What follows belongs to an exercise in optimizing a design on an open flow for small area, a short achievable clock period and few clock cycles; a production flow would make more cautious choices.
Function was not checked in any run shown here: the RTL went through the layout flow alone.
No activity file was given, so power comes from the tool's default toggle rates.

### flow/design.v
module pcs_rxq (
    input  wire clk,
    input  wire rst,
    input  wire enq_valid,      
    input  wire drain,          
    output wire ready           
);
    reg [4:0] cnt;
    reg       rdy;
    wire      acc;              
    assign ready = rdy;
    assign acc   = enq_valid & rdy;
    always @(posedge clk) begin
        if (rst) begin
            cnt <= 5'd0;
            rdy <= 1'b1;
        end else if (drain) begin
            cnt <= {4'd0, acc};
            rdy <= 1'b1;
        end else if (acc) begin
            cnt <= cnt + 5'd1;
            rdy <= (cnt != 5'd19);
        end
    end
endmodule
module pcs_dec (
    input  wire        clk,
    input  wire        rst,
    input  wire        enq_valid,    
    input  wire        enq_ready,    
    input  wire [10:0] ent_id,
    input  wire [63:0] ent_data,
    input  wire        drain,        
    output reg  [7:0]  vm_mode,
    output reg  [15:0] vm_vbus,
    output reg  [15:0] vm_vset,
    output reg  [15:0] vm_pmax,
    output reg  [3:0]  vm_ilim_code,
    output reg  [4:0]  vm_ilim_a,
    output reg         vm_en,
    output reg  [13:0] acv_raw,
    output reg  [9:0]  aci_raw,
    output reg  [11:0] dcdc_i_raw,
    output reg  [11:0] hvv_raw,
    output reg  [9:0]  lvv_raw,
    output reg  [63:0] alertm_raw,
    output wire [63:0] alertl_raw
);
    reg [7:0]  p_mode;
    reg [15:0] p_vbus, p_vset, p_pmax;
    reg [3:0]  p_ilim;
    reg        p_en;
    reg [13:0] p_acv;
    reg [9:0]  p_aci;
    reg [11:0] p_dcdci, p_hvv;
    reg [9:0]  p_lvv;
    reg [63:0] p_alm;
    reg [63:8] p_all;
    reg [63:8] all_hi;
    assign alertl_raw = {all_hi, 8'h00};
    wire id_vm, id_ac, id_dc, id_alm, id_all;
    pcs_idm u_idm (
        .valid(enq_valid), .ready(enq_ready), .id(ent_id), .b0(ent_data[7:0]),
        .vm(id_vm), .ac(id_ac), .dc(id_dc), .alm(id_alm), .all(id_all)
    );
    wire [3:0] en_code = ent_data[59:56];
    always @(posedge clk) begin
        if (rst) begin
            p_mode <= 8'd0;
            p_en   <= 1'b0;
        end else if (id_vm) begin
            p_mode <= ent_data[7:0];
            if (en_code == 4'hA)
                p_en <= 1'b1;
            else if (en_code == 4'hC)
                p_en <= 1'b0;
        end
    end
    always @(posedge clk) begin
        if (id_vm) begin
            p_vbus <= ent_data[23:8];
            p_vset <= ent_data[39:24];
            p_pmax <= ent_data[55:40];
            p_ilim <= ent_data[63:60];
        end
        if (id_ac) begin
            p_acv <= ent_data[13:0];
            p_aci <= ent_data[23:14];
        end
        if (id_dc) begin
            p_dcdci <= ent_data[11:0];
            p_hvv   <= ent_data[23:12];
            p_lvv   <= ent_data[33:24];
        end
        if (id_alm)
            p_alm <= ent_data;
        if (id_all)
            p_all <= ent_data[63:8];
    end
    always @(posedge clk) begin
        if (rst) begin
            vm_mode <= 8'd0;
            vm_en   <= 1'b0;
        end else if (drain) begin
            vm_mode <= p_mode;
            vm_en   <= p_en;
        end
    end
    always @(posedge clk) begin
        if (drain) begin
            vm_vbus      <= p_vbus;
            vm_vset      <= p_vset;
            vm_pmax      <= p_pmax;
            vm_ilim_code <= p_ilim;
            vm_ilim_a    <= {1'b0, p_ilim} + 5'd1;
            acv_raw      <= p_acv;
            aci_raw      <= p_aci;
            dcdc_i_raw   <= p_dcdci;
            hvv_raw      <= p_hvv;
            lvv_raw      <= p_lvv;
            alertm_raw   <= p_alm;
            all_hi       <= p_all;
        end
    end
endmodule
module pcs_idm (
    input  wire        valid,
    input  wire        ready,
    input  wire [10:0] id,
    input  wire [7:0]  b0,
    output wire        vm,
    output wire        ac,
    output wire        dc,
    output wire        alm,
    output wire        all
);
    wire acc = valid && ready;
    assign vm  = acc && (id == 11'h10A);
    assign ac  = acc && (id == 11'h201);
    assign dc  = acc && (id == 11'h202);
    assign alm = acc && (id == 11'h204);
    assign all = acc && (id == 11'h205) && (b0 == 8'h00);
endmodule
module pcs_enc (
    input  wire [3:0]  row,
    input  wire [1:0]  alt_flags,      
    input  wire [3:0]  ctr,
    input  wire [3:0]  in_opcode,
    input  wire [15:0] in_vtgt_raw,
    input  wire [15:0] in_pwr_w,
    input  wire        in_chg_active,
    output wire [10:0] f_id,
    output wire [3:0]  f_len,
    output wire [63:0] f_data
);
    wire [3:0]  cks_hi = ctr + 4'd6;
    wire [15:0] rsel;
    genvar g;
    generate
        for (g = 0; g < 16; g = g + 1) begin : dec
            assign rsel[g] = (row == g);
        end
    endgenerate
    assign f_id[0] = (~row[3] & ~row[2] & row[1]) | (~row[0]);
    assign f_id[1] = (~row[1] & row[0]) | (row[1] & ~row[0]);
    assign f_id[2] = (row[3] & ~row[2] & ~row[1]) | (row[3] & ~row[2] & ~row[0]) | (row[2] & row[1] & row[0]);
    assign f_id[3] = (row[3] & row[2]) | (row[3] & row[1] & row[0]);
    assign f_id[4] = (~row[3] & ~row[2] & row[1] & row[0]);
    assign f_id[5] = (row[3]) | (row[2]);
    assign f_id[6] = 1'b0;
    assign f_id[7] = 1'b0;
    assign f_id[8] = 1'b0;
    assign f_id[9] = 1'b0;
    assign f_id[10] = 1'b1;
    assign f_len[0] = (~row[3] & ~row[2] & ~row[1] & row[0]);
    assign f_len[1] = (~row[3] & ~row[2] & ~row[1] & row[0]) | (row[3] & ~row[2] & ~row[0]);
    assign f_len[2] = (row[3] & ~row[2] & ~row[1] & ~row[0]) | (row[3] & row[2] & row[1]);
    assign f_len[3] = (~row[3] & row[2]) | (~row[3] & row[1]) | (~row[3] & ~row[0]) | (row[3] & row[0]);
    assign f_data[0] = (~row[3] & row[2] & row[1]) | (row[3] & ~row[2] & row[1]) | (row[3] & ~row[2] & ~row[0]) | (rsel[0] & in_opcode[0]) | (rsel[1] & in_pwr_w[0]) | (rsel[9] & alt_flags[1]);
    assign f_data[1] = (row[3] & row[1]) | (row[2] & ~row[1] & row[0]) | (row[2] & row[1] & ~row[0]) | (rsel[0] & in_opcode[1]) | (rsel[1] & in_pwr_w[1]) | (rsel[9] & ~alt_flags[1]);
    assign f_data[2] = (row[3] & row[1]) | (row[3] & ~row[0]) | (row[2] & row[1] & ~row[0]) | (rsel[0] & in_opcode[2]) | (rsel[1] & in_pwr_w[2]) | (rsel[9] & alt_flags[1]);
    assign f_data[3] = (row[3] & row[2]) | (row[3] & row[1] & row[0]) | (row[2] & row[1] & ~row[0]) | (rsel[0] & in_opcode[3]) | (rsel[1] & in_pwr_w[3]) | (rsel[9] & ~alt_flags[1]);
    assign f_data[4] = (row[3] & row[2] & row[1]) | (~row[2] & row[1] & row[0]) | (rsel[0] & in_vtgt_raw[4]) | (rsel[1] & in_pwr_w[4]) | (rsel[4] & alt_flags[0]) | (rsel[9] & ~alt_flags[1]);
    assign f_data[5] = (row[3] & ~row[2] & row[1]) | (row[3] & ~row[2] & ~row[0]) | (row[2] & ~row[1]) | (rsel[0] & in_vtgt_raw[5]) | (rsel[1] & in_pwr_w[5]) | (rsel[9] & alt_flags[1]);
    assign f_data[6] = (~row[3] & ~row[2] & row[1] & ~row[0]) | (row[3] & row[2] & row[1]) | (row[3] & row[1] & row[0]) | (rsel[0] & in_vtgt_raw[6]) | (rsel[1] & in_pwr_w[6]) | (rsel[9] & ~alt_flags[1]);
    assign f_data[7] = (~row[3] & ~row[2] & row[1] & ~row[0]) | (row[3] & row[2] & row[1]) | (row[3] & row[1] & row[0]) | (row[2] & ~row[1] & ~row[0]) | (rsel[0] & in_vtgt_raw[7]) | (rsel[1] & in_pwr_w[7]) | (rsel[9] & alt_flags[1]);
    assign f_data[8] = (~row[3] & ~row[2] & row[1] & ~row[0]) | (row[3] & row[2] & row[1]) | (row[3] & ~row[1] & ~row[0]) | (row[3] & row[1] & row[0]) | (row[2] & ~row[1] & ~row[0]) | (rsel[0] & in_vtgt_raw[8]) | (rsel[1] & in_pwr_w[8]) | (rsel[9] & alt_flags[1]);
    assign f_data[9] = (~row[3] & row[2] & row[1]) | (row[3] & ~row[2] & row[1]) | (rsel[0] & in_vtgt_raw[9]) | (rsel[1] & in_pwr_w[9]) | (rsel[9] & ~alt_flags[1]);
    assign f_data[10] = (row[3] & ~row[1] & ~row[0]) | (row[3] & row[1] & row[0]) | (row[2] & row[1] & ~row[0]) | (rsel[0] & in_vtgt_raw[10]) | (rsel[1] & in_pwr_w[10]) | (rsel[9] & alt_flags[1]);
    assign f_data[11] = (row[3] & row[1] & row[0]) | (row[2] & row[1] & ~row[0]) | (rsel[0] & in_vtgt_raw[11]) | (rsel[1] & in_pwr_w[11]) | (rsel[9] & ~alt_flags[1]);
    assign f_data[12] = (~row[3] & row[2] & row[1] & ~row[0]) | (row[3] & ~row[2] & row[1]) | (rsel[0] & in_vtgt_raw[12]) | (rsel[1] & in_pwr_w[12]) | (rsel[4] & alt_flags[0]) | (rsel[9] & ~alt_flags[1]);
    assign f_data[13] = (row[3] & ~row[0]) | (~row[2] & row[1] & row[0]) | (row[2] & ~row[1] & ~row[0]) | (rsel[0] & in_vtgt_raw[13]) | (rsel[1] & in_pwr_w[13]) | (rsel[9] & alt_flags[1]);
    assign f_data[14] = (row[3] & ~row[2] & row[1]) | (~row[2] & row[1] & ~row[0]) | (rsel[0] & in_vtgt_raw[14]) | (rsel[1] & in_pwr_w[14]) | (rsel[9] & ~alt_flags[1]);
    assign f_data[15] = (~row[3] & ~row[2] & row[1] & ~row[0]) | (row[3] & row[2] & row[1]) | (row[3] & row[1] & row[0]) | (row[2] & ~row[1] & ~row[0]) | (rsel[0] & in_vtgt_raw[15]) | (rsel[1] & in_pwr_w[15]) | (rsel[9] & alt_flags[1]);
    assign f_data[16] = (~row[3] & row[2] & row[1]) | (row[3] & ~row[2] & row[1]) | (~row[2] & ~row[1] & ~row[0]) | (rsel[1] & in_chg_active) | (rsel[9] & alt_flags[1]);
    assign f_data[17] = (row[3] & row[1]) | (~row[2] & row[1] & ~row[0]) | (row[2] & ~row[1] & ~row[0]) | (row[2] & row[1] & row[0]) | (rsel[9] & ~alt_flags[1]);
    assign f_data[18] = (row[3] & row[1]) | (row[3] & ~row[0]) | (row[2] & row[1] & ~row[0]) | (rsel[9] & alt_flags[1]);
    assign f_data[19] = (row[3] & row[1]) | (row[2] & row[1] & ~row[0]) | (rsel[9] & ~alt_flags[1]);
    assign f_data[20] = (~row[3] & ~row[2] & ~row[1] & ~row[0]) | (row[3] & row[1]) | (~row[2] & row[1] & row[0]) | (rsel[4] & alt_flags[0]) | (rsel[9] & ~alt_flags[1]);
    assign f_data[21] = (row[3] & ~row[0]) | (~row[2] & row[1] & row[0]) | (row[2] & ~row[0]) | (rsel[9] & alt_flags[1]);
    assign f_data[22] = (row[3] & ~row[2] & row[1]) | (~row[2] & row[1] & ~row[0]) | (rsel[9] & ~alt_flags[1]);
    assign f_data[23] = (row[3] & row[1]) | (~row[2] & row[1] & ~row[0]) | (row[2] & ~row[1] & ~row[0]) | (rsel[9] & alt_flags[1]);
    assign f_data[24] = (row[3] & row[1]) | (row[3] & ~row[0]) | (~row[2] & row[1] & ~row[0]) | (row[2] & ~row[1] & ~row[0]) | (rsel[9] & alt_flags[1]);
    assign f_data[25] = (~row[3] & ~row[2] & ~row[0]) | (~row[3] & ~row[1] & ~row[0]) | (row[3] & row[1]) | (rsel[9] & ~alt_flags[1]);
    assign f_data[26] = (row[3] & row[1]) | (row[3] & ~row[0]) | (row[2] & row[1]) | (rsel[9] & alt_flags[1]);
    assign f_data[27] = (row[3] & row[1]) | (row[2] & row[1] & ~row[0]) | (rsel[9] & ~alt_flags[1]);
    assign f_data[28] = (~row[3] & row[2] & row[1] & ~row[0]) | (row[3] & ~row[2] & row[1]) | (rsel[4] & alt_flags[0]) | (rsel[9] & ~alt_flags[1]);
    assign f_data[29] = (row[3] & row[1]) | (row[2] & ~row[0]) | (~row[1] & ~row[0]) | (rsel[9] & alt_flags[1]);
    assign f_data[30] = (row[3] & row[1]) | (~row[2] & row[1]) | (rsel[9] & ~alt_flags[1]);
    assign f_data[31] = (row[3] & row[1]) | (~row[2] & row[1] & ~row[0]) | (row[2] & ~row[1] & ~row[0]) | (rsel[9] & alt_flags[1]);
    assign f_data[32] = (row[3] & row[1]) | (~row[2] & ~row[1] & ~row[0]) | (row[2] & row[1]) | (rsel[9] & alt_flags[1]);
    assign f_data[33] = (~row[3] & ~row[2] & ~row[1]) | (row[3] & row[1]) | (row[2] & row[1] & ~row[0]) | (rsel[9] & ~alt_flags[1]);
    assign f_data[34] = (row[3] & row[1]) | (row[3] & ~row[0]) | (~row[2] & row[1] & ~row[0]) | (row[2] & ~row[1] & ~row[0]) | (row[2] & row[1] & row[0]) | (rsel[9] & alt_flags[1]);
    assign f_data[35] = (row[3] & row[1]) | (row[2] & row[1] & ~row[0]) | (rsel[9] & ~alt_flags[1]);
    assign f_data[36] = (~row[3] & ~row[2] & ~row[1]) | (~row[2] & row[1] & row[0]) | (rsel[4] & alt_flags[0]) | (rsel[9] & ~alt_flags[1]);
    assign f_data[37] = (row[3] & row[1]) | (~row[1] & ~row[0]) | (rsel[9] & alt_flags[1]);
    assign f_data[38] = (~row[2] & row[1]) | (row[1] & ~row[0]) | (rsel[9] & ~alt_flags[1]);
    assign f_data[39] = (row[3] & row[1]) | (~row[2] & row[1] & ~row[0]) | (row[2] & ~row[1] & ~row[0]) | (rsel[9] & alt_flags[1]);
    assign f_data[40] = (row[3] & row[1]) | (row[3] & ~row[0]) | (~row[2] & row[1] & ~row[0]) | (row[2] & ~row[1] & ~row[0]) | (rsel[9] & alt_flags[1]);
    assign f_data[41] = (row[3] & row[1]) | (row[2] & row[1]) | (rsel[9] & ~alt_flags[1]);
    assign f_data[42] = (row[3] & row[1]) | (~row[2] & ~row[0]) | (row[2] & row[1] & row[0]) | (~row[1] & ~row[0]) | (rsel[9] & alt_flags[1]);
    assign f_data[43] = (row[3] & row[1]) | (row[2] & row[1] & ~row[0]) | (rsel[9] & ~alt_flags[1]);
    assign f_data[44] = (row[3] & row[1]) | (row[2] & row[1] & ~row[0]) | (rsel[4] & alt_flags[0]) | (rsel[9] & ~alt_flags[1]);
    assign f_data[45] = (row[3] & ~row[0]) | (~row[2] & row[1] & row[0]) | (row[2] & ~row[1] & ~row[0]) | (rsel[9] & alt_flags[1]);
    assign f_data[46] = (~row[3] & ~row[2]) | (row[3] & row[1]) | (row[1] & ~row[0]) | (rsel[9] & ~alt_flags[1]);
    assign f_data[47] = (row[3] & row[1]) | (~row[2] & row[1] & ~row[0]) | (row[2] & ~row[1] & ~row[0]) | (rsel[9] & alt_flags[1]);
    assign f_data[48] = (~row[3] & ~row[2] & ~row[1]) | (row[2] & row[1]) | (row[1] & row[0]) | (rsel[9] & alt_flags[1]);
    assign f_data[49] = (~row[2] & row[1]) | (row[2] & ~row[1] & ~row[0]) | (row[1] & row[0]) | (rsel[9] & ~alt_flags[1]);
    assign f_data[50] = (~row[3] & ~row[2]) | (~row[1] & ~row[0]) | (row[1] & row[0]) | (rsel[9] & alt_flags[1]);
    assign f_data[51] = (row[3] & row[1]) | (row[2] & row[1] & ~row[0]) | (rsel[9] & ~alt_flags[1]);
    assign f_data[52] = (~row[3] & ~row[2] & ~row[1]) | (row[3] & row[1]) | (rsel[3] & ctr[0]) | (rsel[4] & alt_flags[0]) | (rsel[9] & ~alt_flags[1]);
    assign f_data[53] = (row[3] & row[1]) | (row[2] & ~row[0]) | (rsel[3] & ctr[1]) | (rsel[9] & alt_flags[1]);
    assign f_data[54] = (row[3] & row[1]) | (~row[2] & ~row[0]) | (row[1] & ~row[0]) | (rsel[3] & ctr[2]) | (rsel[9] & ~alt_flags[1]);
    assign f_data[55] = (row[3] & row[1]) | (~row[2] & row[1] & ~row[0]) | (row[2] & ~row[1] & ~row[0]) | (rsel[3] & ctr[3]) | (rsel[9] & alt_flags[1]);
    assign f_data[56] = (row[3] & row[1]) | (row[2] & ~row[0]) | (row[1] & ~row[0]) | (rsel[9] & alt_flags[1]);
    assign f_data[57] = (row[3] & row[1]) | (~row[0]) | (rsel[9] & ~alt_flags[1]);
    assign f_data[58] = (~row[2] & row[1]) | (~row[1] & ~row[0]) | (rsel[9] & alt_flags[1]);
    assign f_data[59] = (row[2] & row[1]) | (row[1] & row[0]) | (rsel[9] & ~alt_flags[1]);
    assign f_data[60] = (row[3] & row[1]) | (rsel[3] & cks_hi[0]) | (rsel[4] & alt_flags[0]) | (rsel[9] & ~alt_flags[1]);
    assign f_data[61] = (row[3] & row[1]) | (~row[1] & ~row[0]) | (rsel[3] & cks_hi[1]) | (rsel[9] & alt_flags[1]);
    assign f_data[62] = (row[3] & row[1]) | (~row[2] & ~row[0]) | (row[1] & ~row[0]) | (rsel[3] & cks_hi[2]) | (rsel[9] & ~alt_flags[1]);
    assign f_data[63] = (row[3] & row[1]) | (row[2] & ~row[0]) | (row[1] & ~row[0]) | (rsel[3] & cks_hi[3]) | (rsel[9] & alt_flags[1]);
endmodule
module m3pcs_can_core (
    input  wire        clk,
    input  wire        rst,
    input  wire        rx_valid,
    input  wire [10:0] rx_id,
    input  wire [3:0]  rx_len,
    input  wire [63:0] rx_data,
    output wire        rx_ready,
    input  wire        cmd_valid,
    input  wire [1:0]  cmd_op,        
    output wire        cmd_ready,
    input  wire        cad_en,
    input  wire [3:0]  in_opcode,
    input  wire [15:0] in_vtgt_raw,
    input  wire [15:0] in_pwr_w,
    input  wire        in_chg_active,
    output wire        tx_valid,
    output reg  [10:0] tx_id,
    output reg  [3:0]  tx_len,
    output reg  [63:0] tx_data,
    input  wire        tx_ready,
    output wire [7:0]  vm_mode,
    output wire [15:0] vm_vbus,
    output wire [15:0] vm_vset,
    output wire [15:0] vm_pmax,
    output wire [3:0]  vm_ilim_code,
    output wire [4:0]  vm_ilim_a,
    output wire        vm_en,
    output wire [13:0] acv_raw,
    output wire [9:0]  aci_raw,
    output wire [11:0] dcdc_i_raw,
    output wire [11:0] hvv_raw,
    output wire [9:0]  lvv_raw,
    output wire [63:0] alertm_raw,
    output wire [63:0] alertl_raw
);
    localparam OP_DRAIN  = 2'd0;
    localparam OP_TICK1  = 2'd1;
    localparam OP_TICK50 = 2'd2;
    reg        tx_vld;           
    reg        idle;             
    reg [3:0]  row;              
    reg [3:0]  tk_one, tk_ten;   
    reg [1:0]  alt;
    reg [3:0]  ctr;
    assign tx_valid  = tx_vld;
    assign cmd_ready = idle;
    wire fire    = cmd_valid && idle;
    wire f_drain;
    pcs_cmdd u_cmdd (.valid(cmd_valid), .idle(idle), .op(cmd_op), .drain(f_drain));
    wire f_t1    = fire && (cmd_op == OP_TICK1);
    pcs_rxq u_rxq (
        .clk(clk), .rst(rst),
        .enq_valid(rx_valid), .drain(f_drain),
        .ready(rx_ready)
    );
    pcs_dec u_dec (
        .clk(clk), .rst(rst),
        .enq_valid(rx_valid), .enq_ready(rx_ready), .ent_id(rx_id), .ent_data(rx_data), .drain(f_drain),
        .vm_mode(vm_mode), .vm_vbus(vm_vbus), .vm_vset(vm_vset), .vm_pmax(vm_pmax),
        .vm_ilim_code(vm_ilim_code), .vm_ilim_a(vm_ilim_a), .vm_en(vm_en),
        .acv_raw(acv_raw), .aci_raw(aci_raw), .dcdc_i_raw(dcdc_i_raw),
        .hvv_raw(hvv_raw), .lvv_raw(lvv_raw),
        .alertm_raw(alertm_raw), .alertl_raw(alertl_raw)
    );
    wire       t1_five  = (tk_one == 4'd5);
    wire       t1_any   = t1_five || (tk_one == 4'd0 && tk_ten < 4'd5);
    wire [3:0] t1_first = t1_five         ? 4'd0
                        : (tk_ten == 4'd0) ? 4'd4
                        : (tk_ten == 4'd1) ? 4'd7
                        : (tk_ten == 4'd2) ? 4'd9
                        : (tk_ten == 4'd3) ? 4'd11 : 4'd13;
    wire       sends    = cad_en && ((cmd_op == OP_TICK1 && t1_any) || cmd_op == OP_TICK50);
    wire       last     = (row == 4'd2) || (row == 4'd3) || (row == 4'd6) || (row == 4'd8) ||
                          (row == 4'd10) || (row == 4'd12) || (row == 4'd14);
    wire       taken = tx_vld && tx_ready;
    wire [3:0] nrow  = tx_vld ? (tx_ready ? row + 4'd1 : row)
                              : (cmd_op[1] ? 4'd3 : t1_first);
    wire [10:0] f_id;
    wire [3:0]  f_len;
    wire [63:0] f_data;
    pcs_enc u_enc (
        .row(nrow), .alt_flags(alt), .ctr(ctr),
        .in_opcode(in_opcode), .in_vtgt_raw(in_vtgt_raw),
        .in_pwr_w(in_pwr_w), .in_chg_active(in_chg_active),
        .f_id(f_id), .f_len(f_len), .f_data(f_data)
    );
    always @(posedge clk) begin
        row     <= nrow;
        tx_id   <= f_id;
        tx_len  <= f_len;
        tx_data <= f_data;
    end
    always @(posedge clk) begin
        if (rst) begin
            tx_vld <= 1'b0;
            idle   <= 1'b1;
            tk_one <= 4'd0;
            tk_ten <= 4'd0;
            alt    <= 2'b00;
            ctr    <= 4'd0;
        end else begin
            if (!tx_vld) begin
                tx_vld <= fire && sends;
                idle   <= !(fire && sends);
            end else if (tx_ready) begin
                tx_vld <= !last;
                idle   <= last;
            end
            if (f_t1) begin
                if (!cad_en) begin
                    tk_one <= 4'd0;
                    tk_ten <= 4'd0;
                end else if (tk_one == 4'd9) begin
                    tk_one <= 4'd0;
                    tk_ten <= (tk_ten == 4'd9) ? 4'd0 : tk_ten + 4'd1;
                end else begin
                    tk_one <= tk_one + 4'd1;
                end
            end
            if (taken && row == 4'd4)
                alt[0] <= ~alt[0];
            if (taken && row == 4'd9)
                alt[1] <= ~alt[1];
            if (taken && row == 4'd3)
                ctr <= ctr + 4'd1;
        end
    end
endmodule
module pcs_cmdd (
    input  wire       valid,
    input  wire       idle,
    input  wire [1:0] op,
    output wire       drain
);
    assign drain = valid && idle && (op == 2'd0);
endmodule
### flow/flow/run.sh
#!/bin/bash
set -e
bash standard.sh finish \
  SETUP_SLACK_MARGIN=6.8 \
  "BUFFER_PORTS_ARGS=-buffer_cell sky130_fd_sc_hd__buf_1" > standard.log 2>&1
### flow/standard.sh
#!/bin/bash
# synth_recipe.tcl (not shown) runs the flow's synth.tcl, then flattens the netlist and writes it again
# the make line also repeats each setting of config.mk as NAME=value (left out here)
make -C /OpenROAD-flow-scripts/flow DESIGN_CONFIG=/design/flow/config.mk WORK_HOME=/design/flow/orfs CLKGATE_MAP_FILE= SYNTH_SCRIPT=/design/flow/synth_recipe.tcl "${@:-finish}"
### flow/config.mk
export PLATFORM = sky130hd
export DESIGN_NAME = m3pcs_can_core
export DESIGN_NICKNAME = m3pcs_can_core
export VERILOG_FILES = /design/flow/design.v
export SDC_FILE = /design/flow/constraint.sdc
export NUM_CORES = 4
export LEC_CHECK = 0
export CAP_MARGIN = 20
export CORE_MARGIN = 2
export CORE_UTILIZATION = 60
export CTS_CLUSTER_DIAMETER = 100
export CTS_CLUSTER_SIZE = 24
export PLACE_DENSITY = 0.75
export SLEW_MARGIN = 20
export SYNTH_HIERARCHICAL = 1
export SYNTH_MINIMUM_KEEP_SIZE = 0
### flow/constraint.sdc
create_clock -name core_clock -period 10.0 [get_ports {clk}]
set_input_delay 2.0000 -clock core_clock [delete_from_list [all_inputs] [get_ports {clk}]]
set_output_delay 2.0000 -clock core_clock [all_outputs]
set_load 0.01 [all_outputs]
==> impl_metrics.csv, run 1 <==
group,metric,value,unit
logic_synthesis,synthDistinctLibCells,74,
layout,finish.instance_area,23300,um2
sta,drv_slew,0,
power_and_ir_drop,p_comb_share,7.5,%
layout,fin_nets,1650,
critical_path,crit_required,10.20,ns
drt,route.detailed.drc,0,
hold_path,min_path_cells,0,
sta,min_period,3.26,ns
layout,drive_above_1_share,12.7,%
drt,drtAntennaViolNets,0,
power_and_ir_drop,swShare,21.0,%
drt,drt-wirelength-per-cell,21.8,um
die,rows,65,
sta,relSlewSlack,61.0,%
power_and_ir_drop,power_switching,893,uW
logic_synthesis,yosysMostFrequentCell,"edfxtp_1",
sta,setup_viol,0,
die,die_area,33400,um2
power_and_ir_drop,p_per_area,183,nW/um2
power_and_ir_drop,seq_power_share,63.7,%
clock_network,numCtsBuffers,28,
logic_synthesis,async_reset_ff_share,0,%
drt,routed_wl,42100,um
layout,syn2layout_area_growth,21.3,%
grt,antenna_found_initial,0,
hold_path,hold_class,"flop to flop",
run_status,status,"complete, no violations",
clock_network,cts_sinks,588,
sta,final.period_utilization,32.6,%
logic_synthesis,synthCells,1000,
drt,num_vias,10400,
grt,grt_pass1_vias,9827,
critical_path,r2r_start,"tk_one[0]",
logic_synthesis,synth_edf_count,465,
power_and_ir_drop,p_leak,7.71,nW
logic_synthesis,yosysTopAreaCell,"edfxtp_1",
sta,fin_skew,0.0151,ns
grt,grt_overflow_total,0,
logic_synthesis,synth_ff_type,"edfxtp_1",
power_and_ir_drop,ir_worst_vdd,0.000130,V
logic_synthesis,ys_seq_elements,588,
power_and_ir_drop,power.internal,3.37,mW
drt,drt_first_pass_iters,5,
logic_synthesis,mappedNetlistArea,19200,um2
hold_path,min-delay-start,"u_dec.p_aci[8]",
sta,tns,0,ns
placed_design,portBuffers,441,
drt,drt_iter0_markers,930,
clock_network,cts_tree,"yes",
sta,rsz0062_at_grt,"yes",
logic_synthesis,seq_area_frac_synth,85.6,%
logic_synthesis,netlist_top_cells_area,"edfxtp_1, dfxtp_1, nor2_1",
logic_synthesis,synth_area_per_cell,19.2,um2
clock_network,cts.path.max_buffers,3,
die,io_pins,458,
placed_design,post_dp_cell_area,21400,um2
critical_path,cp_data_arrival_time,3.47,ns
clock_network,cts_root_buf,"clkbuf_16",
layout,instances_no_fill,1934,
logic_synthesis,yosysWarnings,9,
grt,grt_max_degree,74,
logic_synthesis,yosysTopAreaCellShare,72.8,%
critical_path,r2r_cells,12,
layout,antenna_cells,0,
critical_path,path_max_fanout,67,
grt,grt_pass1_wl,59700,um
drt,viasPerCell,5.40,
critical_path,worst-setup-path-type,"input port to flop",
clock_network,path_clk_slew,0.09,ns
power_and_ir_drop,p_clk_share,28.8,%
placed_design,hpwl,26500,um
sta,hold_violations,0,
die,die_h,183,um
clock_network,htree_levels,1,
critical_path,crit_path_start_kind,"input port",
critical_path,end_kind,"flop",
critical_path,startpoint,"cmd_op[0]",
die,die_width,183,um
sta,fmax,0.307,GHz
grt,grt_usage,24.0,%
clock_network,clk-insertion-delay-late,0.56,ns
placed_design,globalplace.congestion,0.849,
layout,post-route-util,73.8,%
placed_design,dp_cells,1817,
die,core,31600,um2
logic_synthesis,synth_commonest_cells,"edfxtp_1, dfxtp_1, nor2_1",
die,initial_core_util,60.8,%
flow_run,maxCapViolCount,0,
sta,tightest_slew,0.584,ns
==> kinds of logic after synthesis <==
kind of cell             count (synthesis)  synth area share [%]
flip-flops                             588                  85.6
AND/OR/NAND/NOR                        189                  5.78
AO/OA/AOI/OAI                           99                  3.57
buffers and inverters                   67                  2.08
multiplexers                            20                  1.05
XOR/XNOR                                19                 0.867
adder cells (fa/ha/maj)                 15                 0.978
other                                    3                0.0587
==> power by group through the flow <==
stage | Clock, mW | Sequential [mW] | Combinational, mW
global placement | 0 | 2.77 | 0.249
CTS | 1.25 | 2.71 | 0.296
global route | 1.33 | 2.72 | 0.343
detailed placement | 0 | 2.77 | 0.254
finish | 1.22 | 2.71 | 0.320
floorplan | 0 | 2.80 | 0.120
==> critical path, stage by stage <==
cell and delay (ns):
buf_1 0.25, and4bb_4 0.47, buf_4 0.26, buf_8 0.43
==> stage by stage <==
| step | total power, mW | setup slack (ns) | hold slack, ns |
|---|---|---|---|
| after floorplan | 2.92 | 5.08 | 0.400 |
| after global placement | 3.02 | 4.99 | 0.401 |
| after detailed placement | 3.02 | 4.90 | 0.405 |
| after CTS | 4.26 | 6.52 | 0.423 |
| after global routing | 4.39 | 6.69 | 0.429 |
| final | 4.26 | 6.74 | 0.419 |
==> registers in the layout, indices dropped and copies added (netlist names), 56 cells and up <==
| signal | flops |
|---|---|
| tx_data | 64 |
| u_dec.alertm_raw | 64 |
| u_dec.all_hi | 56 |
| u_dec.p_all | 56 |
| u_dec.p_alm | 64 |
==> layout make-up <==
cell class | instances | area, um2
clock buffers | 50 | 805
inverters | 17 | 83.8
fillers | 1856 | 8270
clock inverters | 1 | 16.3
well taps | 402 | 503
repair buffers | 519 | 2710
multi-input cells | 357 | 2730
flip-flops and latches | 588 | 16400
==> cells in the final DEF (no fill, tap or decap), types with 7 or more instances in the layout <==
| cell type | Yosys | final |
|---|---|---|
| buf_12 | 0 | 13 |
| edfxtp_1 | 465 | 465 |
| nand3_1 | 16 | 15 |
| inv_1 | 15 | 13 |
| clkbuf_1 | 8 | 21 |
| a21oi_2 | 1 | 7 |
| o21ai_0 | 18 | 11 |
| nor2_1 | 53 | 49 |
| o211ai_1 | 9 | 9 |
| o21ai_1 | 4 | 10 |
| ha_1 | 15 | 12 |
| buf_4 | 23 | 47 |
| dfxtp_1 | 123 | 120 |
| mux2i_1 | 19 | 18 |
| nand2_1 | 39 | 38 |
| conb_1 | 3 | 13 |
| buf_1 | 0 | 430 |
| clkbuf_16 | 0 | 33 |
| clkbuf_2 | 0 | 7 |
| xnor2_1 | 13 | 12 |
| a21oi_1 | 21 | 15 |
==> Yosys stat by module, one instance, submodules excluded <==
module,times used,cells,flops+latches,cell area [um2]
m3pcs_can_core,1,206,99,2700
pcs_cmdd,1,1,0,12.5
pcs_dec,1,541,483,14800
pcs_enc,1,208,0,1340
pcs_idm,1,15,0,130
pcs_rxq,1,29,6,251
==> final timing paths <==
kind | endpoint | slack (ns)
worst max-delay path | u_dec.vm_pmax[13] | 6.74
worst min-delay path | u_dec.aci_raw[8] | 0.42
worst min register to register | u_dec.aci_raw[8] | 0.42
worst max register to register | tx_data[6] | 7.39
==> layer usage <==
metal / track usage, % / vias up / share of wire (%)
li1: - / 4760 / -
met1: 29.9 / 5122 / 38
met2: 43.6 / 491 / 52
met3: 4.55 / 69 / 7.8
met4: 5.70 / 0 / 2.6
met5: 0 / - / 0
==> timing repair <==
item                                   4_1_cts  5_1_grt
pin swaps                                   10       15
gates cloned                                 7        4
hold buffers                                 0        0
buffers inserted                            27       28
setup endpoints to repair                  482      277
resized for setup                           52       34
endpoints found under the hold margin        0        0
==> run 2: changes to the inputs <==
==> flow/flow/run.sh (replaced) <==
#!/bin/bash
set -e
bash standard.sh finish \
  SETUP_SLACK_MARGIN=6.9 \
  "BUFFER_PORTS_ARGS=-buffer_cell sky130_fd_sc_hd__buf_1" > standard.log 2>&1
--- a/flow/config.mk
+++ b/flow/config.mk
@@ -15,2 +15,3 @@
 export SYNTH_HIERARCHICAL = 1
 export SYNTH_MINIMUM_KEEP_SIZE = 0
+export TNS_END_PERCENT = 1
==> run 2 against run 1 <==
- combinational power fell by 8.8%
- first-iteration DRC count shrank 15%
- sequential power is essentially flat
- core utilization down 1.7 points
- routed wire length down 6.5%
- sequential share of layout area is 1.6 points higher
==> impl_metrics.csv, run 2 <==
group,metric,value,unit
run_status,status,"complete, no violations",
placed_design,post_dp_cell_area,21200,um2
clock_network,cts_sinks,588,
power_and_ir_drop,p_per_area,186,nW/um2
clock_network,htree_levels,1,
grt,grt_max_degree,90,
layout,antenna_cells,0,
critical_path,crit_chain,"buf_12, mux2i_4, a21oi_4, buf_12, clkinvlp_4, ha_4, buf_6, nor3b_4, buf_6, buf_16, a22oi_2, nand3_1",
power_and_ir_drop,p_total,4.23,mW
critical_path,cp_slowest_cell,"ha_4",
grt,antenna_found_initial,0,
placed_design,dp_cells,1815,
layout,final_common_cell,"edfxtp_1",
die,rows,65,
sta,fmax,0.299,GHz
logic_synthesis,yosysTopAreaCellShare,72.8,%
critical_path,cp_data_arrival_time,3.79,ns
sta,tightest_slew,0.601,ns
logic_synthesis,synth_edf_count,465,
drt,viasPerCell,5.38,
clock_network,cts_root_buf,"clkbuf_16",
sta,fin_skew,0.0230,ns
die,die_area,33400,um2
power_and_ir_drop,ir_worst_vdd,0.000154,V
die,io_pins,458,
logic_synthesis,async_reset_ff_share,0,%
layout,instances_no_fill,1901,
logic_synthesis,synth_commonest_cells,"edfxtp_1, dfxtp_1, nor2_1",
drt,drtAntennaViolNets,0,
clock_network,path_clk_slew,0.10,ns
clock_network,clk-insertion-delay-late,0.57,ns
drt,route.detailed.drc,0,
logic_synthesis,yosysTopAreaCell,"edfxtp_1",
sta,timing.hold.ws,0.420,ns
sta,relSlewSlack,59.9,%
clock_network,holdBufCountCts,0,
layout,fin_nets,1618,
logic_synthesis,synthCells,1000,
die,die_width,183,um
die,die_h,183,um
drt,num_vias,10200,
logic_synthesis,synthDistinctLibCells,74,
sta,rsz0062_at_grt,"yes",
sta,hold_violations,0,
grt,grt_pass1_vias,9795,
clock_network,numCtsBuffers,28,
layout,drive_above_1_share,9.21,%
grt,grt_overflow_total,0,
logic_synthesis,synth_ff_type,"edfxtp_1",
critical_path,cpPeakStageDelay,0.22,ns
placed_design,hpwl,25200,um
clock_network,cts_tree,"yes",
critical_path,path_max_fanout,6,
sta,final.period_utilization,33.4,%
placed_design,portBuffers,441,
drt,drt_iter0_markers,786,
critical_path,worst-setup-path-type,"input port to flop",
drt,drt_first_pass_iters,6,
grt,grt_usage,22.9,%
drt,routed_wl,39300,um
critical_path,end_kind,"flop",
layout,syn2layout_area_growth,18.6,%
layout,finish.instance_area,22800,um2
critical_path,crit_required,10.45,ns
critical_path,critPathBufInv,6,
critical_path,crit_path_start_kind,"input port",
die,core,31600,um2
logic_synthesis,yosysMostFrequentCell,"edfxtp_1",
logic_synthesis,yosysWarnings,9,
sta,tns,0,ns
hold_path,hold_class,"flop to flop",
layout,post-route-util,72.1,%
sta,setup_viol,0,
critical_path,critPathTopFamily,"buffers and inverters",
sta,setup_ws,6.66,ns
drt,drt-wirelength-per-cell,20.7,um
placed_design,globalplace.congestion,0.848,
logic_synthesis,seq_area_frac_synth,85.6,%
logic_synthesis,synth_area_per_cell,19.2,um2
flow_run,maxCapViolCount,0,
sta,min_period,3.34,ns
logic_synthesis,mappedNetlistArea,19200,um2
die,initial_core_util,60.8,%
logic_synthesis,ys_seq_elements,588,
power_and_ir_drop,p_leak,7.42,nW
placed_design,pre_cts_slack,4.87,ns
clock_network,cts.path.max_buffers,3,
layout,reg_top3,"tx_data (64), u_dec.alertm_raw (64), u_dec.p_alm (64)",
sta,drv_slew,0,
grt,grt_pass1_wl,57600,um
layout,final_cell_mix,"edfxtp_1, buf_1, dfxtp_1, nor2_1, nand2_1",
logic_synthesis,netlist_top_cells_area,"edfxtp_1, dfxtp_1, nor2_1",
==> run 2: worst paths after layout <==
| kind | from | end | slack, ns | depth (start not counted) |
|---|---|---|---|---|
| worst max-delay path | tx_ready | tx_data[7] | 6.66 | 12 |
| worst min-delay path | u_dec.p_alm[14] | u_dec.alertm_raw[14] | 0.42 | 0 |
| worst max register to register | tk_one[1] | tx_data[7] | 7.37 | 14 |
| worst min register to register | u_dec.p_alm[14] | u_dec.alertm_raw[14] | 0.42 | 0 |
==> run 2: timing repair <==
item,CTS,global route
buffers inserted,28,1
endpoints found under the setup margin,661,735
gates resized for setup,61,11
pin swaps,12,6
gates cloned,7,0
==> run 2: area by class of cell <==
cell class / instances / area (um2)
inverter: 17 / 67.6
fill: 1872 / 8800
sequential: 588 / 16400
multi-input combinational: 355 / 2630
clock buffer: 49 / 801
clock inverter: 1 / 16.3
tap: 402 / 503
timing repair buffer: 489 / 2310
==> run 2: where the power goes <==
part | internal, mW | total [mW] | switching [mW] | leakage (nW)
clock | 0.549 | 1.23 | 0.677 | 0.388
sequential | 2.69 | 2.71 | 0.0231 | 5.24
combinational | 0.109 | 0.292 | 0.183 | 1.80
total | 3.35 | 4.23 | 0.883 | 7.42
==> run 2: per-layer routing <==
layer	global-route usage, %	wire length (um)	part of all wire, %
met3	4.33	3150	8.0
met2	41.9	20500	52
met1	28.0	14700	37
met4	5.98	998	2.5
met5	0	0	0
==> run 2: cells by family (layout without fill, tap and decap cells) <==
kind of cell | count (synthesis) | after routing | share of synthesized area (%)
AOI/OAI and AO/OA | 99 | 99 | 3.57
xor gates and xnor gates | 19 | 19 | 0.867
adders and majority gates | 15 | 15 | 0.978
buffers and inverters | 67 | 556 | 2.08
DFF | 588 | 588 | 85.6
muxes | 20 | 20 | 1.05
other | 3 | 13 | 0.0587
and+or+nand+nor | 189 | 189 | 5.78
==> run 2: per-module statistics from Yosys (local to each module, per instance) <==
module	flip-flops and latches	cells inside	copies in the design
pcs_rxq	6	29	1
pcs_enc	0	208	1
pcs_idm	0	15	1
m3pcs_can_core	99	206	1
pcs_dec	483	541	1
pcs_cmdd	0	1	1

==> separate check: timing with driven ports <==
Ports are ideal in the flow. The routed layouts listed here were re-timed in OpenROAD. Step 1 assumes that a clkbuf_16 drives the clock port and a buf_2 every other input. Step 2 times the ports against the registers' clock, not the clock port: input delays grow and output delays shrink by t, the midpoint of the rising clock arrivals with the driver on. Slacks: ideal ports / drivers / drivers and shift; pairs: ideal ports / drivers.
| run | shift t [ns] | setup slack, ns | latest minus earliest clock arrival (ns) | worst data-port slew with drivers (ns) |
|---|---|---|---|---|
| run 1 | 0.601 | 6.738 / 6.752 / 6.151 | 0.026 / 0.026 | 0.09 |
| run 2 | 0.605 | 6.659 / 6.643 / 6.038 | 0.023 / 0.023 | 0.10 |
After both steps every run listed still meets setup and hold. For run 2, which loses most, drivers alone change the setup slack by -0.016 ns; drivers and shift together by -0.621 ns.
